From an optimization exercise on the open Yosys and OpenROAD flow, aimed at small area; shortcuts taken in it are not production practice.
The RTL was checked by simulation tests, not by an equivalence proof against the original design.
Power and IR drop assume default switching activity.

===== run.sh =====
#!/bin/bash
# synth_recipe.tcl (not shown) runs the flow's synth.tcl, then flattens the netlist and writes it again
# the make line also repeats each setting of config.mk as NAME=value (left out here)
make -C /OpenROAD-flow-scripts/flow DESIGN_CONFIG=/design/flow/config.mk WORK_HOME=/design/flow/orfs CLKGATE_MAP_FILE= SYNTH_SCRIPT=/design/flow/synth_recipe.tcl finish

===== config.mk =====
export PLATFORM = sky130hd
export DESIGN_NAME = canbox_bridge
export DESIGN_NICKNAME = canbox_bridge
export VERILOG_FILES = /design/flow/design.v
export SDC_FILE = /design/flow/constraint.sdc
export NUM_CORES = 4
export LEC_CHECK = 0
export ABC_AREA = 1
export CAP_MARGIN = 20
export CORE_MARGIN = 2
export CORE_UTILIZATION = 40
export SLEW_MARGIN = 20

===== constraint.sdc =====
create_clock -name core_clock -period 30.0 [get_ports {clk}]
set_input_delay 6.0000 -clock core_clock [delete_from_list [all_inputs] [get_ports {clk}]]
set_output_delay 6.0000 -clock core_clock [all_outputs]
set_load 0.01 [all_outputs]

===== design.v =====
module cbc_can_decode (
    input  wire [28:0] id,
    input  wire [3:0]  len,
    output wire        doors,
    output wire        rpm,
    output wire        odo,
    output wire        speed,
    output wire        fuel,
    output wire        temp,
    output wire        wheel,
    output wire        bonnet,
    output wire        short_frame
);
    wire [3:0] elen = len[3] ? 4'd8 : len;
    wire h350 = (id == 29'h350);
    wire h186 = (id == 29'h186);
    wire h5D7 = (id == 29'h5D7);
    wire h354 = (id == 29'h354);
    wire h6FB = (id == 29'h6FB);
    wire h5DA = (id == 29'h5DA);
    wire h0C6 = (id == 29'h0C6);
    wire h4F8 = (id == 29'h4F8);
    wire ge1 = (elen != 4'd0);
    wire ge2 = (elen >= 4'd2);
    wire ge4 = (elen >= 4'd4);
    wire ge6 = (elen >= 4'd6);
    wire ge8 = (elen == 4'd8);
    assign doors  = h350 & ge8;
    assign rpm    = h186 & ge2;
    assign odo    = h5D7 & ge6;
    assign speed  = h354 & ge2;
    assign fuel   = h6FB & ge4;
    assign temp   = h5DA & ge1;
    assign wheel  = h0C6 & ge2;
    assign bonnet = h4F8 & ge1;
    assign short_frame = (h350 & ~ge8) | ((h186 | h354 | h0C6) & ~ge2) | (h5D7 & ~ge6)
                       | (h6FB & ~ge4) | ((h5DA | h4F8) & ~ge1);
endmodule
module cbc_encoder (
    input  wire [5:0] pos,
    output wire [3:0] op,
    output wire [7:0] cbyte,
    output wire [6:0] ws,
    output wire [6:0] we,
    output wire [1:0] smode
);
    localparam [3:0] OP_CONST = 4'd0, OP_SHL = 4'd1, OP_SHR = 4'd2, OP_CHK = 4'd3,
                     OP_TH = 4'd4, OP_TL = 4'd5, OP_F = 4'd6, OP_PA = 4'd7, OP_PB = 4'd8;
    assign op =
        (pos == 6'd32) ? OP_PA :
        (pos == 6'd5) ? OP_SHL :
        (pos == 6'd6 || pos == 6'd23 || pos == 6'd29 || pos == 6'd35) ? OP_CHK :
        (pos == 6'd11) ? OP_SHL :
        (pos == 6'd12) ? OP_SHL :
        (pos == 6'd13) ? OP_SHR :
        (pos == 6'd14) ? OP_SHR :
        (pos == 6'd17) ? OP_TH :
        (pos == 6'd18) ? OP_TL :
        (pos == 6'd19) ? OP_SHL :
        (pos == 6'd20) ? OP_SHL :
        (pos == 6'd21) ? OP_SHL :
        (pos == 6'd22) ? OP_SHL :
        (pos == 6'd28) ? OP_F :
        (pos == 6'd33) ? OP_PB :
        (pos == 6'd34) ? OP_PB :
        4'd0;
    assign cbyte =
        (pos == 6'd0 || pos == 6'd36) ? 8'hFF :
        (pos == 6'd1 || pos == 6'd7 || pos == 6'd24 || pos == 6'd30) ? 8'h2E :
        (pos == 6'd2 || pos == 6'd8 || pos == 6'd25) ? 8'h41 :
        (pos == 6'd3 || pos == 6'd10 || pos == 6'd26) ? 8'h02 :
        (pos == 6'd4) ? 8'h01 :
        (pos == 6'd9) ? 8'h0D :
        (pos == 6'd15) ? 8'h04 :
        (pos == 6'd16) ? 8'hB0 :
        (pos == 6'd27) ? 8'h03 :
        (pos == 6'd31) ? 8'h26 :
        (pos == 6'd32) ? 8'h02 :
        8'd0;
    assign ws =
        (pos == 6'd5) ? 7'd72 :
        (pos == 6'd6 || pos == 6'd23 || pos == 6'd29 || pos == 6'd35) ? 7'd50 :
        (pos == 6'd11) ? 7'd59 :
        (pos == 6'd12) ? 7'd64 :
        (pos == 6'd13) ? 7'd32 :
        (pos == 6'd14) ? 7'd24 :
        (pos == 6'd17) ? 7'd40 :
        (pos == 6'd18) ? 7'd40 :
        (pos == 6'd19) ? 7'd78 :
        (pos == 6'd20) ? 7'd84 :
        (pos == 6'd21) ? 7'd92 :
        (pos == 6'd22) ? 7'd108 :
        (pos == 6'd28) ? 7'd58 :
        7'd0;
    assign we =
        (pos == 6'd32) ? 7'd7 :
        (pos == 6'd5) ? 7'd77 :
        (pos == 6'd6 || pos == 6'd23 || pos == 6'd29 || pos == 6'd35) ? 7'd57 :
        (pos == 6'd11) ? 7'd63 :
        (pos == 6'd12) ? 7'd71 :
        (pos == 6'd13) ? 7'd39 :
        (pos == 6'd14) ? 7'd31 :
        (pos == 6'd17) ? 7'd54 :
        (pos == 6'd18) ? 7'd47 :
        (pos == 6'd19) ? 7'd83 :
        (pos == 6'd20) ? 7'd91 :
        (pos == 6'd21) ? 7'd99 :
        (pos == 6'd22) ? 7'd114 :
        (pos == 6'd28) ? 7'd58 :
        (pos == 6'd33) ? 7'd7 :
        (pos == 6'd34) ? 7'd15 :
        7'd0;
    assign smode =
        (pos == 6'd0 || pos == 6'd1 || pos == 6'd6 || pos == 6'd7 || pos == 6'd23 || pos == 6'd24 ||
         pos == 6'd29 || pos == 6'd30 || pos == 6'd35 || pos == 6'd36) ? 2'd0 :
        (pos == 6'd2 || pos == 6'd8 || pos == 6'd25 || pos == 6'd31) ? 2'd1 : 2'd2;
endmodule
module canbox_bridge (
    input  wire        clk,
    input  wire        rst,           
    input  wire        rx_valid,
    output wire        rx_ready,
    input  wire [7:0]  rx_data,
    input  wire        can_valid,
    output wire        can_ready,
    input  wire [28:0] can_id,
    input  wire [3:0]  can_len,
    input  wire [63:0] can_data,
    input  wire        tick_valid,
    output wire        tick_ready,
    output wire        tx_valid,
    input  wire        tx_ready,
    output wire [7:0]  tx_data,
    input  wire        strict_chk,
    output reg         err_frame_too_large,
    output reg         err_checksum,
    output reg         err_can_short
);
    localparam [6:0] PLAST = 7'd114;
    localparam [2:0] S_CLR = 3'd0, S_IDLE = 3'd1, S_PROC = 3'd2, S_INJ = 3'd3,
                     S_FILL = 3'd4, S_ADD = 3'd5, S_SEND = 3'd6;
    localparam [3:0] OP_CONST = 4'd0, OP_SHL = 4'd1, OP_SHR = 4'd2, OP_CHK = 4'd3,
                     OP_TH = 4'd4, OP_TL = 4'd5, OP_F = 4'd6, OP_PA = 4'd7, OP_PB = 4'd8;
    localparam [15:0] W_OFF = 16'h8084;     
    localparam [7:0]  W_ADD = 8'd110;       
    localparam [7:0]  T_OFF = 8'h28;        
    reg [114:0] r;           
    reg [6:0]   p;           
    reg [2:0]   st;
    reg         run;         
    reg [1:0]   src;         
    reg [5:0]   bpos;        
    reg [7:0]   tx;
    reg [6:0]   rem;         
    reg         br;          
    reg [3:0]   idx;         
    reg [4:0]   rc;          
    reg         ee;          
    reg         c6;          
    wire [2:0] k     = p[2:0];
    wire [3:0] kk    = p[3:0];
    wire       h     = r[0];
    wire       plast = (p == PLAST);
    wire c_doors, c_rpm, c_odo, c_sp, c_fuel, c_temp, c_wheel, c_bon, c_short;
    cbc_can_decode u_dec (
        .id(can_id), .len(can_len),
        .doors(c_doors), .rpm(c_rpm), .odo(c_odo), .speed(c_sp), .fuel(c_fuel),
        .temp(c_temp), .wheel(c_wheel), .bonnet(c_bon), .short_frame(c_short)
    );
    wire [3:0] pw   = p[6:3];
    wire [2:0] bsel = (pw == 4'd2 || pw == 4'd3 || pw == 4'd8) ? 3'd1 :
                      (pw == 4'd9)  ? 3'd2 :
                      (pw == 4'd10 || pw == 4'd13 || pw == 4'd14) ? 3'd3 :
                      (pw == 4'd11) ? 3'd4 :
                      (pw == 4'd12) ? 3'd5 : 3'd0;
    wire [2:0] xm   = (pw == 4'd3 || pw == 4'd4 || pw == 4'd5) ? 3'd0 :
                      (pw == 4'd13 || pw == 4'd14) ? 3'd3 : 3'd7;
    wire [2:0] ci = k ^ xm;
    wire cb = (bsel == 3'd0) ? can_data[{3'd0, ci}] :
              (bsel == 3'd1) ? can_data[{3'd1, ci}] :
              (bsel == 3'd2) ? can_data[{3'd2, ci}] :
              (bsel == 3'd3) ? can_data[{3'd3, ci}] :
              (bsel == 3'd4) ? can_data[{3'd4, ci}] : can_data[{3'd5, ci}];
    wire db = (p == 7'd72) ? ~can_data[3] :
              (p == 7'd73) ? can_data[35] :
              (p == 7'd74 || p == 7'd75) ? can_data[57] :
              (p == 7'd76) ? can_data[51] :
              (p == 7'd77) ? can_data[53] : 1'b0;
    wire [3:0] op;
    wire [7:0] cbyte;
    wire [6:0] ws, we;
    wire [1:0] smode;
    cbc_encoder u_enc (.pos(bpos), .op(op), .cbyte(cbyte), .ws(ws), .we(we), .smode(smode));
    reg g_rx, g_can, g_tick;
    always @* begin
        g_rx = 1'b0; g_can = 1'b0; g_tick = 1'b0;
        if (st == S_IDLE && plast) begin
            case (src)
                2'd0: begin
                    if (rx_valid)        g_rx   = 1'b1;
                    else if (can_valid)  g_can  = 1'b1;
                    else if (tick_valid) g_tick = 1'b1;
                end
                2'd1: begin
                    if (can_valid)       g_can  = 1'b1;
                    else if (tick_valid) g_tick = 1'b1;
                    else if (rx_valid)   g_rx   = 1'b1;
                end
                default: begin
                    if (tick_valid)      g_tick = 1'b1;
                    else if (rx_valid)   g_rx   = 1'b1;
                    else if (can_valid)  g_can  = 1'b1;
                end
            endcase
        end
    end
    wire proc_rx  = (st == S_PROC) && (src == 2'd1);
    wire proc_can = (st == S_PROC) && (src == 2'd2);
    wire can_last = run | ~c_wheel;        
    assign rx_ready   = proc_rx & plast;
    assign can_ready  = proc_can & plast & can_last;
    assign tick_ready = g_tick;
    assign tx_valid   = (st == S_SEND);
    assign tx_data    = tx;
    wire [7:0] b      = rx_data;
    wire f_wait = (idx == 4'd0);
    wire f_cmd  = (idx == 4'd1);
    wire f_len  = (idx == 4'd2);
    wire f_body = !f_wait && !f_cmd && !f_len;
    wire f_crc  = f_body && (rc == 5'd0);
    wire f_data = f_body && (rc != 5'd0);
    wire rxs    = b[k ^ 3'd4];         
    wire rxm    = b[~k];               
    reg        div_first, div_w6;
    reg [6:0]  dv;
    reg        dx;
    wire [7:0] dt  = {div_first ? 7'd0 : {div_w6 ? 1'b0 : rem[6], rem[5:0]}, dx};
    wire       dge = (dt >= {1'b0, dv});
    wire [7:0] dtn = dge ? (dt - {1'b0, dv}) : dt;
    wire const_op = (op == OP_CONST);
    wire f_fst  = const_op ? ((k == 3'd0) && (p != 7'd112)) : (p == ws);
    wire f_end  = const_op ? (k == 3'd7) : (p == we);
    wire f_act  = run | f_fst;
    wire a_fst  = (p == 7'd50);
    wire a_end  = (p == 7'd57);
    wire a_act  = run | a_fst;
    wire        sgn  = rem[3];
    wire [2:0]  m5   = rem[2:0];
    wire [2:0]  nlo  = sgn ? ((m5 == 3'd0) ? 3'd0 : (3'd5 - m5)) : (3'd0 - m5);
    wire        nhi  = !sgn && (m5 != 3'd0);
    wire        negk = (kk < 4'd3) ? nlo[kk[1:0]] : nhi;
    wire        t0   = (kk <= 4'd7)  ? h : sgn;
    wire        t1   = (kk == 4'd0)  ? 1'b0 : (kk <= 4'd8)  ? r[114] : sgn;
    wire        t3   = (kk <  4'd3)  ? 1'b0 : (kk <= 4'd10) ? r[112] : sgn;
    wire        t4   = (kk <  4'd4)  ? 1'b0 : (kk <= 4'd11) ? r[111] : sgn;
    wire [2:0]  pbc  = (kk == 4'd0) ? 3'd0 : rem[6:4];
    wire [3:0]  pbs  = {3'd0, t0} + {3'd0, t1} + {3'd0, t3} + {3'd0, t4} + {3'd0, negk} + {1'b0, pbc};
    wire        pbx  = pbs[0];
    wire        pby2 = tx[6];
    wire        pbb  = (kk == 4'd0) ? 1'b0 : br;
    wire        pby  = pbx ^ pby2 ^ pbb;
    wire        pbbo = (~pbx & (pby2 | pbb)) | (pby2 & pbb);
    wire [2:0] wt = (k == 3'd3) ? 3'd1 : (k == 3'd0 || k == 3'd4) ? 3'd2 :
                    (k == 3'd2 || k == 3'd6) ? 3'd3 : 3'd4;
    wire [2:0] pam  = (k == 3'd0) ? 3'd0 : rem[2:0];
    wire [3:0] pas  = {1'b0, pam} + {1'b0, wt};
    wire [2:0] pan  = h ? ((pas >= 4'd5) ? pas[2:0] - 3'd5 : pas[2:0]) : pam;
    reg       wr, wb;
    reg [1:0] tsh;           
    reg       tin;
    reg [6:0] rem_n;
    reg       br_n;
    reg       cin, sb, bo;
    wire      wheel_op = (proc_can && c_wheel) || (st == S_INJ);
    wire      corr     = rem[6] & (rem[5:0] != 6'd0);
    always @* begin
        wr = 1'b0; wb = 1'b0;
        tsh = 2'd0; tin = 1'b0;
        rem_n = rem; br_n = br;
        div_first = 1'b0; div_w6 = 1'b0; dv = 7'd100; dx = cb;
        cin = 1'b0; sb = 1'b0; bo = 1'b0;
        case (st)
            S_CLR: begin
                wr = 1'b1; wb = 1'b0;
            end
            S_PROC, S_INJ: begin
                if (proc_rx) begin
                    if (p >= 7'd100 && p <= 7'd107) begin
                        cin = (p == 7'd100) ? 1'b0 : br;
                        if (f_cmd) begin
                            wr = 1'b1; wb = rxs;
                        end else if (f_len || f_data) begin
                            wr = 1'b1; wb = h ^ rxs ^ cin;
                            br_n = (h & rxs) | (h & cin) | (rxs & cin);
                        end else if (f_crc) begin
                            br_n = ((p == 7'd100) ? 1'b1 : br) & (h ^ rxs);
                        end
                    end
                    if (p >= 7'd8 && p <= 7'd23) begin
                        if (f_wait && b == 8'h2E) begin
                            wr = 1'b1; wb = 1'b0;
                        end
                        if (f_body && ((p <= 7'd15 && idx == 4'd7) || (p >= 7'd16 && idx == 4'd8))) begin
                            wr = 1'b1; wb = rxm;
                        end
                    end
                end else begin
                    if (wheel_op) begin
                        if (!run && p >= 7'd8 && p <= 7'd23) begin
                            div_first = (p == 7'd8); div_w6 = 1'b1; dv = 7'd50;
                            dx = (st == S_INJ) ? h : cb;
                            tsh = 2'd1; tin = dge;
                            rem_n[5:0] = dtn[5:0];
                            br_n     = (div_first ? 1'b1 : br) & (dx == W_OFF[4'd15 - (p[3:0] ^ 4'd8)]);
                            rem_n[6] = (div_first ? 1'b0 : rem[6])
                                     | ((div_first ? 1'b1 : br) & ~dx & W_OFF[4'd15 - (p[3:0] ^ 4'd8)]);
                        end
                        if (run && p <= 7'd7) begin
                            cin = (p == 7'd0) ? corr : br;
                            wr = 1'b1; wb = tx[0] ^ W_ADD[k] ^ cin;
                            br_n = (tx[0] & W_ADD[k]) | (tx[0] & cin) | (W_ADD[k] & cin);
                            tsh = 2'd2; tin = tx[0];
                        end
                    end
                    if (proc_can && c_sp) begin
                        if (p >= 7'd8 && p <= 7'd23) begin
                            div_first = (p == 7'd8); dv = 7'd100;
                            rem_n = dtn[6:0];
                        end
                        if (p >= 7'd24 && p <= 7'd39) begin
                            sb  = (p <= 7'd30) ? rem[k] : 1'b0;
                            cin = (p == 7'd24) ? 1'b0 : br;
                            wr = 1'b1; wb = cb ^ sb ^ cin;
                            br_n = (~cb & (sb | cin)) | (sb & cin);
                        end
                    end
                    if (proc_can && c_rpm && p >= 7'd56 && p <= 7'd71) begin
                        div_first = (p == 7'd56); dv = 7'd10;
                        rem_n = dtn[6:0];
                        wr = (p >= 7'd59); wb = dge;
                    end
                    if (proc_can && c_odo && p >= 7'd72 && p <= 7'd99) begin
                        div_first = (p == 7'd72); dv = 7'd100;
                        rem_n = dtn[6:0];
                        wr = (p >= 7'd78); wb = dge;
                    end
                    if (proc_can && c_temp && p >= 7'd40 && p <= 7'd47) begin
                        wr = 1'b1; wb = cb ^ T_OFF[k];
                    end
                    if (proc_can && c_fuel && p >= 7'd108) begin
                        wr = 1'b1; wb = cb;
                    end
                    if (proc_can && c_doors && p >= 7'd73 && p <= 7'd77) begin
                        wr = 1'b1; wb = db;
                    end
                    if (proc_can && c_bon && p == 7'd72) begin
                        wr = 1'b1; wb = db;
                    end
                end
            end
            S_FILL: if (f_act) begin
                case (op)
                    OP_CONST: begin tsh = 2'd2; tin = cbyte[k]; end
                    OP_PA: begin
                        tsh = 2'd2; tin = cbyte[k];
                        rem_n[2:0] = pan;
                        if (k == 3'd7) rem_n[3] = h;
                    end
                    OP_SHL: begin tsh = 2'd1; tin = h; end
                    OP_SHR: begin tsh = 2'd2; tin = h; end
                    OP_CHK: begin
                        tsh = 2'd2; tin = ~h;
                        if (p == 7'd57) rem_n[0] = r[1] ^ r[51];
                    end
                    OP_TH, OP_TL: begin
                        tsh = 2'd2;
                        cin = (p == 7'd40) ? 1'b0 : br;
                        bo  = T_OFF[k] ? (h | cin) : (~h & cin);
                        if (p <= 7'd47) begin
                            br_n = bo;
                            tin  = (op == OP_TH) ? bo : (h ^ cin);
                        end else begin
                            tin  = tx[7];
                        end
                    end
                    OP_F: begin
                        tsh = 2'd2; tin = r[50];
                        wr = 1'b1; wb = r[50];           
                    end
                    OP_PB: begin
                        tsh = 2'd2; tin = pby;
                        rem_n[6:4] = pbs[3:1];
                        br_n = pbbo;
                    end
                    default: ;
                endcase
            end
            S_ADD: if (a_act) begin
                cin = (p == 7'd50) ? 1'b0 : br;
                sb  = (smode == 2'd1) ? 1'b0 : h;
                wr = 1'b1; wb = sb ^ tx[0] ^ cin;
                br_n = (sb & tx[0]) | (sb & cin) | (tx[0] & cin);
                tsh = 2'd2; tin = tx[0];
            end
            default: ;
        endcase
    end
    always @(posedge clk)
        r <= {wr ? wb : h, r[114:1]};
    always @(posedge clk) begin
        if (st == S_SEND && tx_ready)
            tx <= 8'd0;
        else if (tsh == 2'd1)
            tx <= {tx[6:0], tin};
        else if (tsh == 2'd2)
            tx <= {tin, tx[7:1]};
        rem <= rem_n;
        br  <= br_n;
    end
    wire c6n = (idx == 4'd4) ? (b == 8'hC6) : c6;
    always @(posedge clk) begin
        if (rst) begin
            p    <= 7'd0;
            st   <= S_CLR;
            run  <= 1'b0;
            src  <= 2'd0;
            bpos <= 6'd0;
            idx  <= 4'd0;
            rc   <= 5'd0;
            ee   <= 1'b0;
            c6   <= 1'b0;
            err_frame_too_large <= 1'b0;
            err_checksum        <= 1'b0;
            err_can_short       <= 1'b0;
        end else begin
            p <= plast ? 7'd0 : p + 7'd1;
            err_frame_too_large <= 1'b0;
            err_checksum        <= 1'b0;
            err_can_short       <= 1'b0;
            case (st)
                S_CLR: if (plast) st <= S_IDLE;
                S_IDLE: begin
                    if (g_tick) begin
                        src <= 2'd0; bpos <= 6'd1; st <= S_FILL;
                    end else if (g_rx) begin
                        src <= 2'd1; st <= S_PROC;
                    end else if (g_can) begin
                        src <= 2'd2; st <= S_PROC;
                    end
                end
                S_PROC: if (plast) begin
                    if (src == 2'd2) begin
                        if (can_last) begin
                            err_can_short <= c_short;
                            run <= 1'b0;
                            st  <= S_IDLE;
                        end else begin
                            run <= 1'b1;
                        end
                    end else begin
                        st <= S_IDLE;
                        if (f_wait) begin
                            if (b == 8'h2E) begin idx <= 4'd1; c6 <= 1'b0; end
                        end else if (f_cmd) begin
                            idx <= 4'd2; ee <= (b == 8'hEE);
                        end else if (f_len) begin
                            if (b > 8'd28) begin
                                err_frame_too_large <= 1'b1; idx <= 4'd0;
                            end else begin
                                idx <= 4'd3; rc <= b[4:0];
                            end
                        end else if (f_data) begin
                            rc <= rc - 5'd1;
                            if (idx != 4'd9) idx <= idx + 4'd1;
                            c6 <= c6n;
                        end else begin
                            idx  <= 4'd0;
                            c6   <= c6n;
                            st   <= S_FILL;
                            bpos <= 6'd36;
                            if (strict_chk && !br) begin
                                err_checksum <= 1'b1;
                            end else if (ee) begin
                                bpos <= 6'd0;
                                if (c6n) st <= S_INJ;
                            end
                        end
                    end
                end
                S_INJ: if (plast) begin
                    if (run) begin
                        run <= 1'b0; bpos <= 6'd0; st <= S_FILL;
                    end else begin
                        run <= 1'b1;
                    end
                end
                S_FILL: begin
                    if (f_act && f_end) begin
                        run <= 1'b0;
                        st  <= (smode == 2'd0) ? S_SEND : S_ADD;
                    end else if (f_fst) run <= 1'b1;
                end
                S_ADD: begin
                    if (a_act && a_end) begin
                        run <= 1'b0; st <= S_SEND;
                    end else if (a_fst) run <= 1'b1;
                end
                S_SEND: if (tx_ready) begin
                    if (bpos == 6'd35 || bpos == 6'd36) st <= S_IDLE;
                    else begin
                        st <= S_FILL;
                        bpos <= (bpos == 6'd23) ? (rem[0] ? 6'd24 : 6'd30) : bpos + 6'd1;
                    end
                end
                default: st <= S_IDLE;
            endcase
        end
    end
endmodule

==> flow_metrics.tcl, run 1 <==
set metrics [dict create \
    status "timing/DRC/antenna clean" \
    cts.sinks 164 \
    p_leak_nw 5.49 \
    hold_viol_final 0 \
    min_period_ns 14.69 \
    yosys_warnings 1 \
    cts_hold_buffers 0 \
    synth_edf_count 8 \
    dieArea_um2 26700 \
    relSlewSlack_pct 43.6 \
    min_from "r[19]" \
    fin_setup_tns_ns 0 \
    power.share.combinational_pct 36.8 \
    grtUsageMet1_pct 32.6 \
    syn2layout_area_growth_pct 20.3 \
    switchingPower_uw 319 \
    gr-usage-met2_pct 38.6 \
    vias 10500 \
    cts-root-buf "clkbuf_16" \
    drv_slew 0 \
    setup_viol 0 \
    design_area_um2 12200 \
    tightest_slew_ns 0.825 \
    power_density_nw_per_um2 63.9 \
    hold_ws_ns 0.324 \
    synth_top_area_share_pct 30.8 \
    cp-startpoint "can_id[23]" \
    final_nets 1796 \
    routed_via_density 5.29 \
    seq_power_share_pct 33.2 \
    cts.htree.levels 4 \
    ys_seq_area_share_pct 33.1 \
    grt_pass1_vias 9751 \
    critPathKind "in -> out" \
    end_kind "primary output" \
    drv_cap 0 \
    r2r_start "p[0]" \
    synthesis.nets 1691 \
    clk_pin_slew_worst_paths_ns 0.09 \
    io_buffers 113 \
    antenna_found_initial 1 \
    overflow 0 \
    gp_congestion 0.995 \
    synth_cells 1532 \
    io_pins 127 \
    met3_usage_pct 4.44 \
    synth_cell_types 55 \
    clk_latency_ns 0.44 \
    p_int_uw 460 \
    dp.cells 1948 \
    critical_path.startpoint_type "input port" \
    drive_above_1_share_pct 5.21 \
    ir_worst_vdd_uv 39.7 \
    wirelength_um 32500 \
    grt_pass1_wl_um 50700 \
    die_h_um 163 \
    final_cells 1981 \
    nFillCells 2545 \
    numCtsBuffers 17 \
    cts_buffer_depth 2 \
    drt-initial-drc-count 985 \
    post_dp_cell_area_um2 11600 \
    yosysTopAreaCell "dfxtp_1" \
    std_cell_rows 58 \
    wire_per_inst_um 16.4 \
    fin_crit_sh_pct 49.0 \
    crit_arrival_ns 8.69 \
    yosys-top-cells-area "dfxtp_1, nand2_1, inv_1, nor2_1, nand3_1" \
    post-cts-setup-buffers 0 \
    worst_ep_required_time_ns 24.00 \
    rsz0062_at_grt "no" \
    grt_use_total_pct 24.3 \
    busiest_layer "met2" \
    die_w_um 163 \
    p_total_uw 779 \
    clock_skew_ns 0.0208 \
    grt_max_degree 29 \
    clock_power_share_pct 30.0 \
    drc 0 \
    ys_ff_latch 164 \
    drtAntennaViolNets 0 \
    async_flop_share_pct 0 \
    swShare_pct 41.0 \
    cp_max_fo 7 \
    first_pass_iters 6 \
    cts_tree "yes" \
    hold_class "reg -> reg" \
    coreArea_um2 25000 \
    timing.fmax_ghz 0.0681 \
    dpl.hpwl_um 25000 \
    syn_area_um2 10100 \
    initial_core_util_pct 40.5 \
    synth.avg_cell_area_um2 6.62 \
    synth-main-ff-cell "dfxtp_1" \
    cts_resized 0 \
]
## power groups by stage
| stage | combinational (mW) | clock [mW] | sequential, mW |
|---|---|---|---|
| detailed placement | 0.280 | 0 | 0.263 |
| global route | 0.325 | 0.246 | 0.261 |
| CTS | 0.284 | 0.239 | 0.258 |
| global placement | 0.279 | 0 | 0.263 |
| finish | 0.287 | 0.234 | 0.259 |
| floorplan | 0.197 | 0 | 0.256 |
## worst paths after layout
| check | slack, ns | cells after the start | to |
|---|---|---|---|
| hold reg to reg | 0.32 | 0 | r[18] |
| setup reg to reg | 24.84 | 24 | rem[5] |
| setup / recovery | 15.31 | 11 | can_ready |
| hold / removal | 0.32 | 0 | r[18] |
## routing by layer
layer,vias up,routed length [µm]
met5,-,0
met4,0,1080
met3,73,2540
met2,429,14100
met1,4738,14800
li1,5231,-
## critical path: stages
cell and delay, ns:
clkdlybuf4s50_1 0.39, or2_2 0.29, nor3_1 0.27, nand2_1 0.13
inv_1 0.18, nand3_1 0.09, nor4_1 0.34, nand3_1 0.29
nand3_1 0.14, inv_1 0.08, clkdlybuf4s50_1 0.48
## synthesized netlist by cell type, drive strengths merged (5+ instances only)
| cell type | number |
|---|---|
| o22ai | 5 |
| edfxtp | 8 |
| nor4 | 9 |
| a211oi | 9 |
| nor3 | 49 |
| inv | 264 |
| nand3 | 124 |
| o21ai | 122 |
| ha | 37 |
| a31oi | 21 |
| o31ai | 6 |
| fa | 10 |
| clkbuf | 16 |
| nor2 | 194 |
| o211ai | 14 |
| nand4 | 18 |
| buf | 16 |
| nand2 | 307 |
| dfxtp | 156 |
| xor2 | 17 |
| a21oi | 87 |
## sequential cells by signal, summed over array words and instances, names as in the netlist
register and flops:
run 1, err_can_short 1, p 7, st 3, r 115, err_checksum 1, rem 7, rc 5
ee 1, c6 1, tx 8, idx 4, src 2, bpos 6, err_frame_too_large 1, br 1
## metrics by stage
step	util (%)	setup slack (ns)
after global routing	48.7	15.15
after floorplan	-	16.68
after detailed placement	46.2	15.29
after CTS	48.7	15.31
final	48.7	15.31
after global placement	46.2	15.37
## area by class of cell
class,instances,area (µm²),share of cell area (%)
Multi-Input combinational cell,1070,5640,46.2
Inverter,266,998,8.18
Timing Repair Buffer,118,1170,9.58
Antenna cell,1,2.50,0.0205
Sequential cell,164,3360,27.6
Clock inverter,15,196,1.61
Tap cell,330,413,3.38
Clock buffer,17,425,3.49
## cell usage in the layout (no fill, tap or decap), drive strengths merged, types with 4 or more instances in the layout
| cell type | synthesis | final |
|---|---|---|
| a211oi | 9 | 9 |
| a21oi | 87 | 87 |
| a31oi | 21 | 21 |
| buf | 16 | 5 |
| clkbuf | 16 | 17 |
| clkdlybuf4s50 | 0 | 113 |
| clkinv | 2 | 8 |
| dfxtp | 156 | 156 |
| edfxtp | 8 | 8 |
| fa | 10 | 10 |
| ha | 37 | 37 |
| inv | 264 | 273 |
| nand2 | 307 | 307 |
| nand3 | 124 | 124 |
| nand4 | 18 | 18 |
| nor2 | 194 | 194 |
| nor3 | 49 | 49 |
| nor4 | 9 | 9 |
| o2111ai | 4 | 4 |
| o211ai | 14 | 14 |
| o21ai | 122 | 122 |
| o22ai | 5 | 5 |
| o311ai | 4 | 4 |
| o31ai | 6 | 6 |
| or2 | 4 | 4 |
| xor2 | 17 | 17 |
## cells by family after synthesis
family	count (synthesis)	synth area share, %
fa+ha+maj	47	6.54
flops	164	33.1
compound gates	291	16.5
simple gates	712	30.8
buf+inv	298	11.3
xor+xnor	20	1.73
==> inputs of run 2 (changes only) <==
--- a/design.v
+++ b/design.v
@@ -235,8 +235,9 @@
     reg [6:0]  dv;
     reg        dx;
     wire [7:0] dt  = {div_first ? 7'd0 : {div_w6 ? 1'b0 : rem[6], rem[5:0]}, dx};
-    wire       dge = (dt >= {1'b0, dv});
-    wire [7:0] dtn = dge ? (dt - {1'b0, dv}) : dt;
+    wire [8:0] dd  = {1'b0, dt} - {2'b00, dv};
+    wire       dge = ~dd[8];
+    wire [7:0] dtn = dge ? dd[7:0] : dt;
     wire const_op = (op == OP_CONST);
     wire f_fst  = const_op ? ((k == 3'd0) && (p != 7'd112)) : (p == ws);
     wire f_end  = const_op ? (k == 3'd7) : (p == we);
@@ -265,157 +266,121 @@
     wire [2:0] pam  = (k == 3'd0) ? 3'd0 : rem[2:0];
     wire [3:0] pas  = {1'b0, pam} + {1'b0, wt};
     wire [2:0] pan  = h ? ((pas >= 4'd5) ? pas[2:0] - 3'd5 : pas[2:0]) : pam;
-    reg       wr, wb;
-    reg [1:0] tsh;           
-    reg       tin;
-    reg [6:0] rem_n;
-    reg       br_n;
-    reg       cin, sb, bo;
-    wire      wheel_op = (proc_can && c_wheel) || (st == S_INJ);
-    wire      corr     = rem[6] & (rem[5:0] != 6'd0);
+    wire z_w    = (p <= 7'd7);
+    wire z_raw  = (p >= 7'd8)   && (p <= 7'd23);
+    wire z_raw0 = (p <= 7'd15);
+    wire z_sp   = (p >= 7'd24)  && (p <= 7'd39);
+    wire z_t    = (p >= 7'd40)  && (p <= 7'd47);
+    wire z_rpmd = (p >= 7'd56)  && (p <= 7'd71);
+    wire z_rpmw = (p >= 7'd59);
+    wire z_odod = (p >= 7'd72)  && (p <= 7'd99);
+    wire z_odow = (p >= 7'd78);
+    wire z_dr   = (p >= 7'd73)  && (p <= 7'd77);
+    wire z_sum  = (p >= 7'd100) && (p <= 7'd107);
+    wire z_fuel = (p >= 7'd108);
+    wire p0 = (p == 7'd0), p8 = (p == 7'd8), p24 = (p == 7'd24), p40 = (p == 7'd40),
+         p50 = (p == 7'd50), p56 = (p == 7'd56), p57 = (p == 7'd57), p72 = (p == 7'd72),
+         p100 = (p == 7'd100);
+    wire inj      = (st == S_INJ);
+    wire wheel_op = (proc_can && c_wheel) || inj;
+    wire corr     = rem[6] & (rem[5:0] != 6'd0);
+    wire e_sumc  = proc_rx && z_sum && f_cmd;
+    wire e_suma  = proc_rx && z_sum && (f_len || f_data);
+    wire e_sume  = proc_rx && z_sum && f_crc;
+    wire e_rawc  = proc_rx && z_raw && f_wait && (b == 8'h2E);
+    wire e_raww  = proc_rx && z_raw && f_body && (z_raw0 ? (idx == 4'd7) : (idx == 4'd8));
+    wire e_wdiv  = wheel_op && !run && z_raw;
+    wire e_wadd  = wheel_op && run && z_w;
+    wire e_spdiv = proc_can && c_sp && z_raw;
+    wire e_spsub = proc_can && c_sp && z_sp;
+    wire e_rpm   = proc_can && c_rpm && z_rpmd;
+    wire e_odo   = proc_can && c_odo && z_odod;
+    wire e_temp  = proc_can && c_temp && z_t;
+    wire e_fuel  = proc_can && c_fuel && z_fuel;
+    wire e_door  = proc_can && ((c_doors && z_dr) || (c_bon && p72));
+    wire fl      = (st == S_FILL) && f_act;
+    wire o_cst   = fl && ((op == OP_CONST) || (op == OP_PA));
+    wire o_shl   = fl && (op == OP_SHL);
+    wire o_shr   = fl && (op == OP_SHR);
+    wire o_chk   = fl && (op == OP_CHK);
+    wire o_th    = fl && (op == OP_TH);
+    wire o_tl    = fl && (op == OP_TL);
+    wire o_f     = fl && (op == OP_F);
+    wire o_pa    = fl && (op == OP_PA);
+    wire o_pb    = fl && (op == OP_PB);
+    wire o_t     = (o_th || o_tl) && z_t;
+    wire e_add   = (st == S_ADD) && a_act;
+    wire e_div   = e_wdiv || e_spdiv || e_rpm || e_odo;
+    wire cin = (p0 || p24 || p40 || p50 || p100) ? (p0 && wheel_op && corr) : br;
+    wire fa_sub = e_spsub || o_t;
+    wire fa_a   = e_suma ? h : e_spsub ? cb : o_t ? (h ^ T_OFF[k]) : e_add ? (h & (smode != 2'd1)) : tx[0];
+    wire fa_b   = (e_suma || e_sumc) ? rxs : e_spsub ? ((p <= 7'd30) & rem[k]) : o_t ? T_OFF[k] :
+                  e_wadd ? W_ADD[k] : tx[0];
+    wire fa_s   = fa_a ^ fa_b ^ cin;
+    wire fa_c   = ((fa_a ^ fa_sub) & fa_b) | ((fa_a ^ fa_sub) & cin) | (fa_b & cin);
     always @* begin
-        wr = 1'b0; wb = 1'b0;
-        tsh = 2'd0; tin = 1'b0;
-        rem_n = rem; br_n = br;
-        div_first = 1'b0; div_w6 = 1'b0; dv = 7'd100; dx = cb;
-        cin = 1'b0; sb = 1'b0; bo = 1'b0;
-        case (st)
-            S_CLR: begin
-                wr = 1'b1; wb = 1'b0;
-            end
-            S_PROC, S_INJ: begin
-                if (proc_rx) begin
-                    if (p >= 7'd100 && p <= 7'd107) begin
-                        cin = (p == 7'd100) ? 1'b0 : br;
-                        if (f_cmd) begin
-                            wr = 1'b1; wb = rxs;
-                        end else if (f_len || f_data) begin
-                            wr = 1'b1; wb = h ^ rxs ^ cin;
-                            br_n = (h & rxs) | (h & cin) | (rxs & cin);
-                        end else if (f_crc) begin
-                            br_n = ((p == 7'd100) ? 1'b1 : br) & (h ^ rxs);
-                        end
-                    end
-                    if (p >= 7'd8 && p <= 7'd23) begin
-                        if (f_wait && b == 8'h2E) begin
-                            wr = 1'b1; wb = 1'b0;
-                        end
-                        if (f_body && ((p <= 7'd15 && idx == 4'd7) || (p >= 7'd16 && idx == 4'd8))) begin
-                            wr = 1'b1; wb = rxm;
-                        end
-                    end
-                end else begin
-                    if (wheel_op) begin
-                        if (!run && p >= 7'd8 && p <= 7'd23) begin
-                            div_first = (p == 7'd8); div_w6 = 1'b1; dv = 7'd50;
-                            dx = (st == S_INJ) ? h : cb;
-                            tsh = 2'd1; tin = dge;
-                            rem_n[5:0] = dtn[5:0];
-                            br_n     = (div_first ? 1'b1 : br) & (dx == W_OFF[4'd15 - (p[3:0] ^ 4'd8)]);
-                            rem_n[6] = (div_first ? 1'b0 : rem[6])
-                                     | ((div_first ? 1'b1 : br) & ~dx & W_OFF[4'd15 - (p[3:0] ^ 4'd8)]);
-                        end
-                        if (run && p <= 7'd7) begin
-                            cin = (p == 7'd0) ? corr : br;
-                            wr = 1'b1; wb = tx[0] ^ W_ADD[k] ^ cin;
-                            br_n = (tx[0] & W_ADD[k]) | (tx[0] & cin) | (W_ADD[k] & cin);
-                            tsh = 2'd2; tin = tx[0];
-                        end
-                    end
-                    if (proc_can && c_sp) begin
-                        if (p >= 7'd8 && p <= 7'd23) begin
-                            div_first = (p == 7'd8); dv = 7'd100;
-                            rem_n = dtn[6:0];
-                        end
-                        if (p >= 7'd24 && p <= 7'd39) begin
-                            sb  = (p <= 7'd30) ? rem[k] : 1'b0;
-                            cin = (p == 7'd24) ? 1'b0 : br;
-                            wr = 1'b1; wb = cb ^ sb ^ cin;
-                            br_n = (~cb & (sb | cin)) | (sb & cin);
-                        end
-                    end
-                    if (proc_can && c_rpm && p >= 7'd56 && p <= 7'd71) begin
-                        div_first = (p == 7'd56); dv = 7'd10;
-                        rem_n = dtn[6:0];
-                        wr = (p >= 7'd59); wb = dge;
-                    end
-                    if (proc_can && c_odo && p >= 7'd72 && p <= 7'd99) begin
-                        div_first = (p == 7'd72); dv = 7'd100;
-                        rem_n = dtn[6:0];
-                        wr = (p >= 7'd78); wb = dge;
-                    end
-                    if (proc_can && c_temp && p >= 7'd40 && p <= 7'd47) begin
-                        wr = 1'b1; wb = cb ^ T_OFF[k];
-                    end
-                    if (proc_can && c_fuel && p >= 7'd108) begin
-                        wr = 1'b1; wb = cb;
-                    end
-                    if (proc_can && c_doors && p >= 7'd73 && p <= 7'd77) begin
-                        wr = 1'b1; wb = db;
-                    end
-                    if (proc_can && c_bon && p == 7'd72) begin
-                        wr = 1'b1; wb = db;
-                    end
-                end
-            end
-            S_FILL: if (f_act) begin
-                case (op)
-                    OP_CONST: begin tsh = 2'd2; tin = cbyte[k]; end
-                    OP_PA: begin
-                        tsh = 2'd2; tin = cbyte[k];
-                        rem_n[2:0] = pan;
-                        if (k == 3'd7) rem_n[3] = h;
-                    end
-                    OP_SHL: begin tsh = 2'd1; tin = h; end
-                    OP_SHR: begin tsh = 2'd2; tin = h; end
-                    OP_CHK: begin
-                        tsh = 2'd2; tin = ~h;
-                        if (p == 7'd57) rem_n[0] = r[1] ^ r[51];
-                    end
-                    OP_TH, OP_TL: begin
-                        tsh = 2'd2;
-                        cin = (p == 7'd40) ? 1'b0 : br;
-                        bo  = T_OFF[k] ? (h | cin) : (~h & cin);
-                        if (p <= 7'd47) begin
-                            br_n = bo;
-                            tin  = (op == OP_TH) ? bo : (h ^ cin);
-                        end else begin
-                            tin  = tx[7];
-                        end
-                    end
-                    OP_F: begin
-                        tsh = 2'd2; tin = r[50];
-                        wr = 1'b1; wb = r[50];           
-                    end
-                    OP_PB: begin
-                        tsh = 2'd2; tin = pby;
-                        rem_n[6:4] = pbs[3:1];
-                        br_n = pbbo;
-                    end
-                    default: ;
-                endcase
-            end
-            S_ADD: if (a_act) begin
-                cin = (p == 7'd50) ? 1'b0 : br;
-                sb  = (smode == 2'd1) ? 1'b0 : h;
-                wr = 1'b1; wb = sb ^ tx[0] ^ cin;
-                br_n = (sb & tx[0]) | (sb & cin) | (tx[0] & cin);
-                tsh = 2'd2; tin = tx[0];
-            end
-            default: ;
-        endcase
+        div_first = (p8 && (e_wdiv || e_spdiv)) || (p56 && e_rpm) || (p72 && e_odo);
+        div_w6    = e_wdiv;
+        dv        = e_wdiv ? 7'd50 : e_rpm ? 7'd10 : 7'd100;
+        dx        = inj ? h : cb;
     end
+    wire [3:0] wo_i = 4'd15 - (p[3:0] ^ 4'd8);
+    wire       wo_c = W_OFF[wo_i];
+    wire       eq0  = div_first ? 1'b1 : br;
+    wire wr = (st == S_CLR) || e_sumc || e_suma || e_rawc || e_raww || (e_rpm && z_rpmw) || (e_odo && z_odow)
+           || e_wadd || e_spsub || e_temp || e_fuel || e_door || o_f || e_add;
+    wire wb = ((e_suma || e_wadd || e_spsub || e_add) && fa_s)
+            | (e_sumc && rxs)
+            | (e_raww && rxm)
+            | ((e_rpm || e_odo) && dge)
+            | (e_temp && (cb ^ T_OFF[k]))
+            | (e_fuel && cb)
+            | (e_door && db)
+            | (o_f && r[50]);
     always @(posedge clk)
         r <= {wr ? wb : h, r[114:1]};
+    wire t_shl = e_wdiv || o_shl;
+    wire t_shr = o_cst || e_wadd || o_shr || o_chk || o_th || o_tl || o_f || o_pb || e_add;
+    wire t_in  = (o_cst && cbyte[k])
+               | (e_wdiv && dge)
+               | (o_shl && h)
+               | (o_shr && h)
+               | (o_chk && ~h)
+               | (o_t && (o_th ? fa_c : fa_s))
+               | (o_th && !z_t && tx[7])
+               | (o_f && r[50])
+               | (o_pb && pby)
+               | ((e_wadd || e_add) && tx[0]);
     always @(posedge clk) begin
         if (st == S_SEND && tx_ready)
             tx <= 8'd0;
-        else if (tsh == 2'd1)
-            tx <= {tx[6:0], tin};
-        else if (tsh == 2'd2)
-            tx <= {tin, tx[7:1]};
-        rem <= rem_n;
-        br  <= br_n;
+        else if (t_shl)
+            tx <= {tx[6:0], t_in};
+        else if (t_shr)
+            tx <= {t_in, tx[7:1]};
+    end
+    always @(posedge clk) begin
+        if (e_div) begin
+            rem[5:0] <= dtn[5:0];
+            rem[6]   <= e_wdiv ? ((div_first ? 1'b0 : rem[6]) | (eq0 & ~dx & wo_c)) : dtn[6];
+        end else if (o_pa) begin
+            rem[2:0] <= pan;
+            if (k == 3'd7) rem[3] <= h;
+        end else if (o_pb) begin
+            rem[6:4] <= pbs[3:1];
+        end else if (o_chk && p57) begin
+            rem[0] <= r[1] ^ r[51];
+        end
+    end
+    always @(posedge clk) begin
+        if (e_suma || e_wadd || e_spsub || e_add || o_t)
+            br <= fa_c;
+        else if (e_sume)
+            br <= (p100 ? 1'b1 : br) & (h ^ rxs);
+        else if (e_wdiv)
+            br <= eq0 & (dx == wo_c);
+        else if (o_pb)
+            br <= pbbo;
     end
     wire c6n = (idx == 4'd4) ? (b == 8'hC6) : c6;
     always @(posedge clk) begin
==> flow/run.sh (new file) <==
#!/bin/bash
# The standard layout (standard.sh), with two layout choices changed:
#  - every input and output port gets a sky130_fd_sc_hd__buf_1 buffer (the
#    standard flow lets buffer_ports pick a larger delay buffer);
#  - clock tree synthesis uses sky130_fd_sc_hd__clkbuf_8 and no dummy loads.
# make's full output goes to standard.log; each ORFS step writes its own log
# under orfs/logs/.
set -euo pipefail
bash standard.sh \
  "BUFFER_PORTS_ARGS=-buffer_cell sky130_fd_sc_hd__buf_1" \
  "CTS_ARGS=-sink_clustering_enable -repair_clock_nets -buf_list sky130_fd_sc_hd__clkbuf_8 -dont_use_dummy_load" \
  finish > standard.log 2>&1
==> standard.sh (new file) <==
#!/bin/bash
# synth_recipe.tcl (not shown) runs the flow's synth.tcl, then flattens the netlist and writes it again
# the make line also repeats each setting of config.mk as NAME=value (left out here)
make -C /OpenROAD-flow-scripts/flow DESIGN_CONFIG=/design/flow/config.mk WORK_HOME=/design/flow/orfs CLKGATE_MAP_FILE= SYNTH_SCRIPT=/design/flow/synth_recipe.tcl "${@:-finish}"
removed: run.sh
==> run 2 against run 1 <==
Still clean on timing, DRC and antenna. Power decreased by 27%. Critical path depth is 1 lower. Global-route usage is 0.83 points lower. Register-to-register slack worse by 0.52 ns. First-iteration DRC count fell by 11%. Sequential cell count unchanged. Critical endpoint unchanged.
==> flow_metrics.tcl, run 2 <==
set metrics [dict create \
    clk_latency_ns 0.45 \
    synth_most_common_cell "nand2_1" \
    tightest_slew_ns 0.956 \
    drtAntennaViolNets 0 \
    wl_met3_um 2340 \
    cts_buffer_depth 2 \
    syn2layout_area_growth_pct 9.51 \
    critical_path.startpoint_type "input port" \
    seq_power_share_pct 48.0 \
    synth_cells 1402 \
    synth_edf_count 8 \
    power.share.combinational_pct 31.3 \
    worst_ep_required_time_ns 24.00 \
    min_period_ns 13.28 \
    hold_ws_ns 0.301 \
    grt_use_total_pct 23.5 \
    n_antenna_cell 0 \
    power_density_nw_per_um2 54.2 \
    die_h_um 159 \
    wl_met1_um 14100 \
    relSlewSlack_pct 35.7 \
    top_layer_used "met4" \
    slowest_delay_ns 0.23 \
    yosys_warnings 1 \
    slowest_stage "nor3_1" \
    setup_viol 0 \
    wirelength_um 29900 \
    rsz0062_at_grt "no" \
    hold_viol_final 0 \
    design_area_um2 10600 \
    ir_worst_vdd_uv 36.3 \
    io_pins 127 \
    final_cells 1821 \
    switchingPower_uw 207 \
    std_cell_rows 56 \
    regMostFlops "r" \
    p_int_uw 365 \
    multi_input_area_um2 5340 \
    critPathKind "in -> out" \
    routed_via_density 5.37 \
    die_w_um 159 \
    clock_power_share_pct 20.7 \
    grt_max_degree 28 \
    wire_per_inst_um 16.4 \
    cts_hold_buffers 0 \
    status "timing/DRC/antenna clean" \
    synth_top_area_share_pct 32.4 \
    nFillCells 2564 \
    final_nets 1657 \
    drc 0 \
    synthesis.nets 1555 \
    ys_seq_area_share_pct 34.9 \
    cts_resized 0 \
    critical_path_buf_inv_count 3 \
    drive_above_1_share_pct 4.93 \
    drt-initial-drc-count 872 \
    r2r.worst_path.cells 29 \
    gp_congestion 0.995 \
    top_regs "r: 115 flops, tx: 8 flops" \
    dpl.hpwl_um 23700 \
    synth_cell_types 60 \
    seqCellArea_um2 3360 \
    ys_ff_latch 164 \
    async_flop_share_pct 0 \
    largest_reg_flops 115 \
    crit_arrival_ns 7.28 \
    vias 9780 \
    yosys-top-cells-area "dfxtp_1, nand2_1, inv_1, nor2_1, o21ai_0" \
    crit_chain "buf_1 > nor2_1 > nand2_1 > nor3_1 > nand2_1 > nor3_1 > nand3_1 > nand3_1 > inv_1 > buf_1" \
    syn_area_um2 9650 \
    yosysTopAreaCell "dfxtp_1" \
    fin_setup_tns_ns 0 \
    grt_pass1_vias 8938 \
    cp_max_fo 5 \
    hold_class "reg -> reg" \
    final_common_cell "nand2_1" \
    layout_common_cells "nand2_1, inv_1, nor2_1, dfxtp_1, o21ai_0" \
    wl_met2_um 12900 \
    min_path_cells 0 \
    dieArea_um2 25400 \
    synth-main-ff-cell "dfxtp_1" \
    cpLargestDelayFamily "simple AND/OR/NAND/NOR gates" \
    cts.htree.levels 4 \
    post-cts-setup-buffers 0 \
    cts.sinks 164 \
    synth.avg_cell_area_um2 6.88 \
    antenna_found_initial 0 \
    synthTopCellsByCount "nand2_1, inv_1, nor2_1" \
    clk_pin_slew_worst_paths_ns 0.09 \
    dp.cells 1804 \
    cts_tree "yes" \
    timing.fmax_ghz 0.0753 \
    cp.depth 10 \
    overflow 0 \
    coreArea_um2 23500 \
    numCtsBuffers 17 \
    swShare_pct 36.2 \
    p_leak_nw 4.75 \
    drv_cap 0 \
    drv_slew 0 \
    grt_pass1_wl_um 47800 \
    cts-root-buf "clkbuf_8" \
    clock_skew_ns 0.0294 \
    first_pass_iters 5 \
    io_buffers 113 \
    post_dp_cell_area_um2 10300 \
    end_kind "primary output" \
    fin_crit_sh_pct 44.3 \
    initial_core_util_pct 41.0 \
]
[run 2: kinds of logic (layout without fill, tap and decap cells)]
kind of cell / Yosys count / after routing / synth area share, %
simple gates: 638 / 638 / 29.1
xor+xnor: 19 / 19 / 1.72
mux: 1 / 1 / 0.117
fa+ha+maj: 41 / 41 / 5.78
compound gates: 298 / 298 / 18.6
buf+inv: 241 / 341 / 9.78
flops: 164 / 164 / 34.9
[run 2: worst register-to-register path: cells and delay by family, from the launching register on]
family	cells	cell delay, ns
simple gates	14	2.53
compound gates	9	1.45
flops	1	0.73
buf+inv	5	0.59
fa+ha+maj	1	0.29
[run 2: metrics by stage]
stage          utilization [%]  setup slack (ns)  power (mW)
2_1_floorplan                -             17.14       0.405
3_3_place_gp              43.9             16.75       0.454
3_5_place_dp              43.9             16.72       0.455
4_1_cts                   44.9             16.71       0.576
5_1_grt                   44.9             16.58       0.614
6_report                  44.9             16.72       0.573
[run 2: area by class of cell]
type	count	share of cell area (%)
tap	319	3.78
sequential	164	31.8
timing repair buffer	116	4.23
inverter	208	7.39
clock buffer	17	2.21
multi-input combinational	997	50.6
[run 2: path summary, 6_finish.rpt]
path / start / end / slack (ns)
worst min-delay path: r[3] / r[2] / 0.30
worst max-delay path: can_id[15] / can_ready / 16.72
worst min register to register: r[3] / r[2] / 0.30
worst max register to register: p[1] / tx[0] / 24.32
[run 2: metal layers]
layer	GRT usage, %	vias up
met5	0	-
met1	33.4	4461
met3	4.87	42
li1	-	4879
met4	6.74	0
met2	36.1	398
[run 2: power groups by stage]
stage / logic, mW / registers [mW] / clock network (mW)
finish: 0.179 / 0.275 / 0.119
detailed placement: 0.175 / 0.279 / 0
CTS: 0.177 / 0.275 / 0.124
global placement: 0.175 / 0.279 / 0
floorplan: 0.130 / 0.274 / 0
global route: 0.202 / 0.279 / 0.132
==> inputs of run 3 (changes only) <==
==> run.sh (new file) <==
#!/bin/bash
# synth_recipe.tcl (not shown) runs the flow's synth.tcl, then flattens the netlist and writes it again
# the make line also repeats each setting of config.mk as NAME=value (left out here)
make -C /OpenROAD-flow-scripts/flow DESIGN_CONFIG=/design/flow/config.mk WORK_HOME=/design/flow/orfs CLKGATE_MAP_FILE= SYNTH_SCRIPT=/design/flow/synth_recipe.tcl finish
removed: flow/run.sh
removed: standard.sh
==> run 3 against run 2 <==
Worst setup slack got worse by 0.71 ns. Critical path depth stayed put. Area after synthesis stayed put. Non-clock buffer count is 1 higher. Hold slack better by 0.012 ns. Sequential power barely moved. Sequential share of layout area down 3.1 points. Global-route usage grew 0.89 points. Design area increased by 11%. Combinational power is about 10% higher. Synthesized cell count is the same.
==> flow_metrics.tcl, run 3 <==
set metrics [dict create \
    synth_top_area_share_pct 32.4 \
    power_density_nw_per_um2 60.4 \
    syn_area_um2 9650 \
    grt_max_degree 28 \
    largest_reg_flops 115 \
    drtAntennaViolNets 0 \
    routed_via_density 5.38 \
    die_h_um 159 \
    gp_congestion 0.962 \
    crit_chain "clkdlybuf4s50_1 > nor2_1 > nand2_1 > nor3_1 > nand2_1 > nor3_1 > nand3_1 > nand3_1 > inv_1 > clkdlybuf4s50_1" \
    final_common_cell "nand2_1" \
    wirelength_um 31200 \
    p_leak_nw 5.25 \
    synth_cell_types 60 \
    ys_seq_area_share_pct 34.9 \
    grt_pass1_wl_um 49700 \
    cp_max_fo 5 \
    top_regs "r: 115 flops, tx: 8 flops" \
    cts-root-buf "clkbuf_16" \
    synth.avg_cell_area_um2 6.88 \
    cts_buffer_depth 2 \
    cts.htree.levels 4 \
    critical_path.startpoint_type "input port" \
    clock_skew_ns 0.0164 \
    numCtsBuffers 17 \
    grt_use_total_pct 24.4 \
    ys_ff_latch 164 \
    initial_core_util_pct 41.0 \
    grt_pass1_vias 9289 \
    slowest_delay_ns 0.47 \
    coreArea_um2 23500 \
    hold_class "reg -> reg" \
    clk_pin_slew_worst_paths_ns 0.09 \
    io_buffers 113 \
    async_flop_share_pct 0 \
    dp.cells 1805 \
    fin_util_pct 49.6 \
    post_dp_cell_area_um2 11000 \
    drive_above_1_share_pct 5.93 \
    p_total_uw 705 \
    yosysTopAreaCell "dfxtp_1" \
    yosys_warnings 1 \
    cts_hold_buffers 0 \
    rsz0062_at_grt "no" \
    die_w_um 159 \
    layout_common_cells "nand2_1, inv_1, nor2_1, dfxtp_1, o21ai_0" \
    synth_xor_area_share_pct 1.72 \
    crit_arrival_ns 8.00 \
    post-cts-setup-buffers 0 \
    syn2layout_area_growth_pct 21.1 \
    slowest_stage "clkdlybuf4s50_1" \
    final_nets 1658 \
    relSlewSlack_pct 43.0 \
    critical_path_buf_inv_count 3 \
    ir_worst_vdd_uv 43.9 \
    cts_tree "yes" \
    hold_ws_ns 0.312 \
    synth-main-ff-cell "dfxtp_1" \
    synth_mux_area_share_pct 0.117 \
    end_kind "primary output" \
    overflow 0 \
    synth_top_family_by_area "simple AND/OR/NAND/NOR gates" \
    worst_ep_required_time_ns 24.00 \
    synth-compound-area-share_pct 18.6 \
    cts_resized 0 \
    synthAdderAreaFrac_pct 5.78 \
    status "timing/DRC/antenna clean" \
    antenna_found_initial 0 \
    dpl.hpwl_um 24200 \
    tightest_slew_ns 0.848 \
    dieArea_um2 25400 \
    wire_per_inst_um 17.0 \
    setup_ws_ns 16.00 \
    synth_cells 1402 \
    critPathKind "in -> out" \
    synthTopCellsByCount "nand2_1, inv_1, nor2_1" \
    clk_latency_ns 0.44 \
    synth_edf_count 8 \
    synthesis.nets 1555 \
    first_pass_iters 5 \
    drv_cap 0 \
    cts.sinks 164 \
    drv_slew 0 \
    drt-initial-drc-count 822 \
    regMostFlops "r" \
    hold_viol_final 0 \
    vias 9883 \
    synth_most_common_cell "nand2_1" \
    cpLargestDelayFamily "simple AND/OR/NAND/NOR gates" \
    synthSimpleGateAreaFrac_pct 29.1 \
    std_cell_rows 56 \
    io_pins 127 \
    design_area_um2 11700 \
    fin_setup_tns_ns 0 \
    setup_viol 0 \
    n_antenna_cell 0 \
    fin_crit_sh_pct 46.7 \
    timing.fmax_ghz 0.0714 \
    min_period_ns 14.00 \
    final_cells 1837 \
    drc 0 \
    pre_cts_ws_ns 16.03 \
    yosys-top-cells-area "dfxtp_1, nand2_1, inv_1, nor2_1, o21ai_0" \
]
## run 3: cell types whose count changed in the layout (fill, tap and decap cells not counted), moves of 4 or more
cell             before  now
inv_12                0    4
inv_6                 0    4
clkinv_8              0    7
clkbuf_16             0   17
clkbuf_8             17    0
buf_1               113    0
clkdlybuf4s50_1       0  113
## run 3: where the power goes
| part | total (mW) | internal, mW | switching, mW |
|---|---|---|---|
| clock network | 0.234 | 0.116 | 0.117 |
| logic | 0.197 | 0.0757 | 0.121 |
| registers | 0.275 | 0.255 | 0.0199 |
| total | 0.705 | 0.447 | 0.258 |
## run 3: routing by layer
metal	up-vias	part of all wire (%)	track usage, %
met3	34	8.0	4.71
met2	398	45	39.3
met1	4552	45	33.5
li1	4899	-	-
met5	-	0	0
met4	0	1.9	6.45
## run 3: path summary, 6_finish.rpt
path / cells after the start / slack, ns / start / end
setup / recovery: 10 / 16.00 / can_id[13] / can_ready
setup reg to reg: 27 / 24.20 / p[1] / tx[0]
hold reg to reg: 0 / 0.31 / r[38] / r[37]
hold / removal: 0 / 0.31 / r[38] / r[37]
## run 3: cells by family (layout without fill, tap and decap cells)
family,count (synthesis),after routing
compound gates,298,298
xor+xnor,19,19
fa+ha+maj,41,41
buf+inv,241,357
flops,164,164
mux,1,1
simple gates,638,638
## run 3: final cells by class
class,instances,area [µm²]
clock buffer,17,425
clock inverter,15,214
fill,2413,11900
inverter,208,781
multi-input combinational,997,5340
sequential,164,3360
tap,319,399
timing repair buffer,117,1160
==> inputs of run 4 (changes only) <==
==> flow/run.sh (new file) <==
#!/bin/bash
# The standard layout (standard.sh) with these layout choices changed:
#  - after the floorplan, OpenROAD's restructure re-maps the combinational
#    logic for area (registers untouched), using the platform library
#    without its don't-use cells;
#  - every input and output port gets a sky130_fd_sc_hd__buf_1 buffer;
#  - clock tree synthesis uses sky130_fd_sc_hd__clkbuf_8 and no dummy loads.
# Each step's full output goes to its own log file in this folder; ORFS's
# steps also write their logs under orfs/logs/.
set -euo pipefail
ARGS=("BUFFER_PORTS_ARGS=-buffer_cell sky130_fd_sc_hd__buf_1"
      "CTS_ARGS=-sink_clustering_enable -repair_clock_nets -buf_list sky130_fd_sc_hd__clkbuf_8 -dont_use_dummy_load")
bash standard.sh "${ARGS[@]}" floorplan > standard_floorplan.log 2>&1
export RESULTS="$PWD/orfs/results/sky130hd/canbox_bridge/base"
export LIB="$FLOW_HOME/platforms/sky130hd/lib/sky130_fd_sc_hd__tt_025C_1v80.lib"
export RMP_LIB="$PWD/restructure.lib"
export RMP_WORK="$PWD/rmp_work"
mkdir -p "$RMP_WORK"
python3 flow/filter_lib.py "$LIB" "$RMP_LIB" > filter_lib.log 2>&1
openroad -no_init -exit flow/restructure.tcl > restructure.log 2>&1
bash standard.sh "${ARGS[@]}" finish > standard_finish.log 2>&1
==> flow/filter_lib.py (new file) <==
# Writes a copy of a Liberty file without the cells the platform marks
# don't-use, for restructure's technology mapping.
# usage: python3 filter_lib.py IN.lib OUT.lib
import re, sys
DONT = re.compile(r'sky130_fd_sc_hd__(probe_p_8|probec_p_8|lpflow_\w+)$')
text = open(sys.argv[1]).read()
out, i, n = [], 0, len(text)
head = re.compile(r'\bcell\s*\(\s*"?([\w]+)"?\s*\)\s*\{')
while True:
    m = head.search(text, i)
    if not m:
        out.append(text[i:])
        break
    # find the end of this cell group by brace counting
    depth, j = 1, m.end()
    while depth:
        c = text[j]
        if c == '{': depth += 1
        elif c == '}': depth -= 1
        j += 1
    if DONT.match(m.group(1)):
        out.append(text[i:m.start()])
    else:
        out.append(text[i:j])
    i = j
open(sys.argv[2], 'w').write(''.join(out))
==> flow/restructure.tcl (new file) <==
# Area recovery on the floorplan's combinational logic (registers are left
# as the standard synthesis made them), then the floorplan is written back.
set results $::env(RESULTS)
read_liberty $::env(LIB)
read_db $results/2_floorplan.odb
read_sdc $results/2_floorplan.sdc
report_design_area
restructure -target area -liberty_file $::env(RMP_LIB) \
  -tielo_port sky130_fd_sc_hd__conb_1/LO -tiehi_port sky130_fd_sc_hd__conb_1/HI \
  -work_dir $::env(RMP_WORK)
report_design_area
write_db $results/2_floorplan.odb
==> standard.sh (new file) <==
#!/bin/bash
# synth_recipe.tcl (not shown) runs the flow's synth.tcl, then flattens the netlist and writes it again
# the make line also repeats each setting of config.mk as NAME=value (left out here)
make -C /OpenROAD-flow-scripts/flow DESIGN_CONFIG=/design/flow/config.mk WORK_HOME=/design/flow/orfs CLKGATE_MAP_FILE= SYNTH_SCRIPT=/design/flow/synth_recipe.tcl "${@:-finish}"
removed: run.sh
==> run 4 against run 3 <==
Critical endpoint unchanged. Hold slack about the same. Critical path type unchanged. Worst setup slack got worse by 1.2 ns. Sequential power about the same. Synthesized cell count unchanged. Clock-buffer cell count unchanged. Die area unchanged. Fmax decreased by 7.7%. Clock skew increased by 0.014 ns. Sequential cell count unchanged. Still clean. Power decreased by 26%. First-iteration DRC count increased by 48%. Global-route usage decreased by 4.0 points.
==> flow_metrics.tcl, run 4 <==
set metrics [dict create \
    status "timing/DRC/antenna clean" \
    coreArea_um2 23500 \
    fin_setup_tns_ns 0 \
    setup_viol 0 \
    worstReg2RegEnd "tx[7]" \
    min_period_ns 15.17 \
    regMostFlops "r" \
    io_pins 127 \
    min_from "r[81]" \
    layout_common_cells "dfxtp_1, nor2_1, clkinv_1, buf_1, o21ai_0" \
    synth_cells 1402 \
    synth-compound-area-share_pct 18.6 \
    die_h_um 159 \
    drtAntennaViolNets 0 \
    yosys-top-cells-area "dfxtp_1, nand2_1, inv_1, nor2_1, o21ai_0" \
    synth_most_common_cell "nand2_1" \
    hold_ws_ns 0.313 \
    cts_tree "yes" \
    top_regs "r: 115 flops, tx: 8 flops" \
    synth_cell_types 60 \
    routed_via_density 5.76 \
    grt_max_degree 22 \
    grt_use_total_pct 20.4 \
    std_cell_rows 56 \
    cts.sinks 164 \
    syn_area_um2 9650 \
    synthSimpleGateAreaFrac_pct 29.1 \
    timing.fmax_ghz 0.0659 \
    drive_above_1_share_pct 2.44 \
    wire_per_inst_um 17.7 \
    regToRegSetupSlack_ns 23.05 \
    grt_pass1_vias 7758 \
    rsz0062_at_grt "no" \
    critical_path.startpoint_type "input port" \
    drv_cap 0 \
    drc 0 \
    min_to "r[80]" \
    synth-main-ff-cell "dfxtp_1" \
    clk_pin_slew_worst_paths_ns 0.08 \
    largest_reg_flops 115 \
    n_antenna_cell 0 \
    synthesis.nets 1555 \
    hold_class "reg -> reg" \
    r2r_start "st[1]" \
    synth_mux_area_share_pct 0.117 \
    dpl.hpwl_um 19800 \
    dieArea_um2 25400 \
    cts_buffer_depth 2 \
    first_pass_iters 5 \
    synthAdderAreaFrac_pct 5.78 \
    cp_max_fo 4 \
    p_leak_nw 2.95 \
    ir_worst_vdd_uv 32.6 \
    synthTopCellsByCount "nand2_1, inv_1, nor2_1" \
    relSlewSlack_pct 22.8 \
    cts.htree.levels 4 \
    min_path_cells 0 \
    critPathKind "in -> out" \
    hold_viol_final 0 \
    vias 8459 \
    ys_ff_latch 164 \
    synth.avg_cell_area_um2 6.88 \
    gp_congestion 0.999 \
    overflow 0 \
    antenna_found_initial 0 \
    clock_skew_ns 0.0306 \
    r2r.worst_path.cells 20 \
    clk_latency_ns 0.45 \
    fin_crit_sh_pct 50.6 \
    drt-initial-drc-count 1214 \
    yosysTopAreaCell "dfxtp_1" \
    yosys_warnings 1 \
    crit_arrival_ns 9.17 \
    grt_pass1_wl_um 42000 \
    cts_hold_buffers 0 \
    tightest_slew_ns 1.15 \
    initial_core_util_pct 41.0 \
    die_w_um 159 \
    async_flop_share_pct 0 \
    ys_seq_area_share_pct 34.9 \
    cts_resized 0 \
    io_buffers 113 \
    syn2layout_area_growth_pct -4.93 \
    synth_top_area_share_pct 32.4 \
    drv_slew 0 \
    synth_edf_count 8 \
    cts-root-buf "clkbuf_8" \
    numCtsBuffers 17 \
    end_kind "primary output" \
    worst_ep_required_time_ns 24.00 \
    nFillCells 2513 \
    synth_top_family_by_area "simple AND/OR/NAND/NOR gates" \
    post-cts-setup-buffers 0 \
    wirelength_um 26000 \
    final_nets 1263 \
    synth_xor_area_share_pct 1.72 \
    final_common_cell "dfxtp_1" \
    power_density_nw_per_um2 56.7 \
]
==> run 4: cell families after synthesis <==
family,after synthesis
multiplexers,1
flip-flops,164
buffers and inverters,241
AND/OR/NAND/NOR,638
adder cells (fa/ha/maj),41
AO/OA/AOI/OAI,298
XOR/XNOR,19
==> run 4: routing by layer <==
layer | vias up | routed length [µm] | GRT usage (%)
met5 | - | 0 | 0
met4 | 0 | 422 | 4.96
met3 | 26 | 2200 | 3.91
met2 | 388 | 10600 | 29.5
met1 | 3934 | 12700 | 30.9
li1 | 4111 | - | -
==> run 4: per-stage QoR <==
step                worst slack (ns)  instances  util [%]  area (µm²)  power, mW
floorplan                      17.14       1402         -        9650      0.405
global placement               15.02       1451      38.0        8940      0.403
detailed placement             14.92       1451      38.0        8940      0.402
CTS                            14.90       1468      39.0        9170      0.522
global route                   14.63       1468      39.0        9170      0.551
finish                         14.83       1468      39.0        9170      0.520
==> run 4: how the worst max path moves through the flow <==
stage / from / to / slack [ns] / cells after the start
finish: can_id[22] / can_ready / 14.83 / 10
global route: can_id[22] / can_ready / 14.63 / 10
CTS: can_id[22] / can_ready / 14.90 / 10
detailed placement: can_id[22] / can_ready / 14.92 / 10
global placement: can_id[22] / can_ready / 15.02 / 10
floorplan: can_id[15] / can_ready / 17.14 / 8
==> run 4: where the power goes <==
| part | switching [mW] | total, mW | internal [mW] |
|---|---|---|---|
| Clock | 0.0678 | 0.118 | 0.0501 |
| Sequential | 0.0206 | 0.273 | 0.253 |
| Combinational | 0.0783 | 0.129 | 0.0507 |
==> run 4: worst max-delay path: stages <==
cell      delay, ns
buf_1          0.06
or4_1          0.50
or4_1          0.41
or4_1          0.46
or4_1          0.46
nor4_1         0.54
nand3_1        0.30
nand3_1        0.21
clkinv_1       0.09
buf_1          0.13
==> run 4: cell type report <==
type	count	area (µm²)	share of cell area [%]
inverters	132	495	5.40
flip-flops and latches	164	3360	36.7
well taps	319	399	4.35
repair buffers	123	499	5.44
clock buffers	17	234	2.55
multi-input cells	713	4180	45.6

==> static timing again, ports no longer ideal <==
The flow's constraints put no driver on any port. The routed layouts listed below were extracted and timed again, unchanged, in two steps. Step 1: set_driving_cell puts a clkbuf_16 on clk and a buf_2 on each other input, an assumption about the parent block. Step 2, shift: input delay + t, output delay - t, t = (earliest + latest rising clock arrival at the registers) / 2. This alone moves slack from input paths to output paths. a / b / c = ideal ports / drivers / drivers and shift; a / b = the first two.
run | shift t [ns] | setup slack, ns | clock arrival spread, ns | slew at the worst register clock pin (ns)
run 1 | 0.479 | 15.310 / 15.282 / 15.282 | 0.021 / 0.021 | 0.09 / 0.09
run 2 | 0.479 | 16.716 / 16.696 / 16.696 | 0.038 / 0.038 | 0.10 / 0.10
run 3 | 0.479 | 16.003 / 15.973 / 15.973 | 0.017 / 0.017 | 0.09 / 0.09
run 4 | 0.478 | 14.834 / 14.811 / 14.811 | 0.039 / 0.039 | 0.09 / 0.09
After both steps setup and hold are still met in every run listed. The setup slack of run 3, which loses most, moves by -0.030 ns with the drivers and by -0.030 ns with both steps.
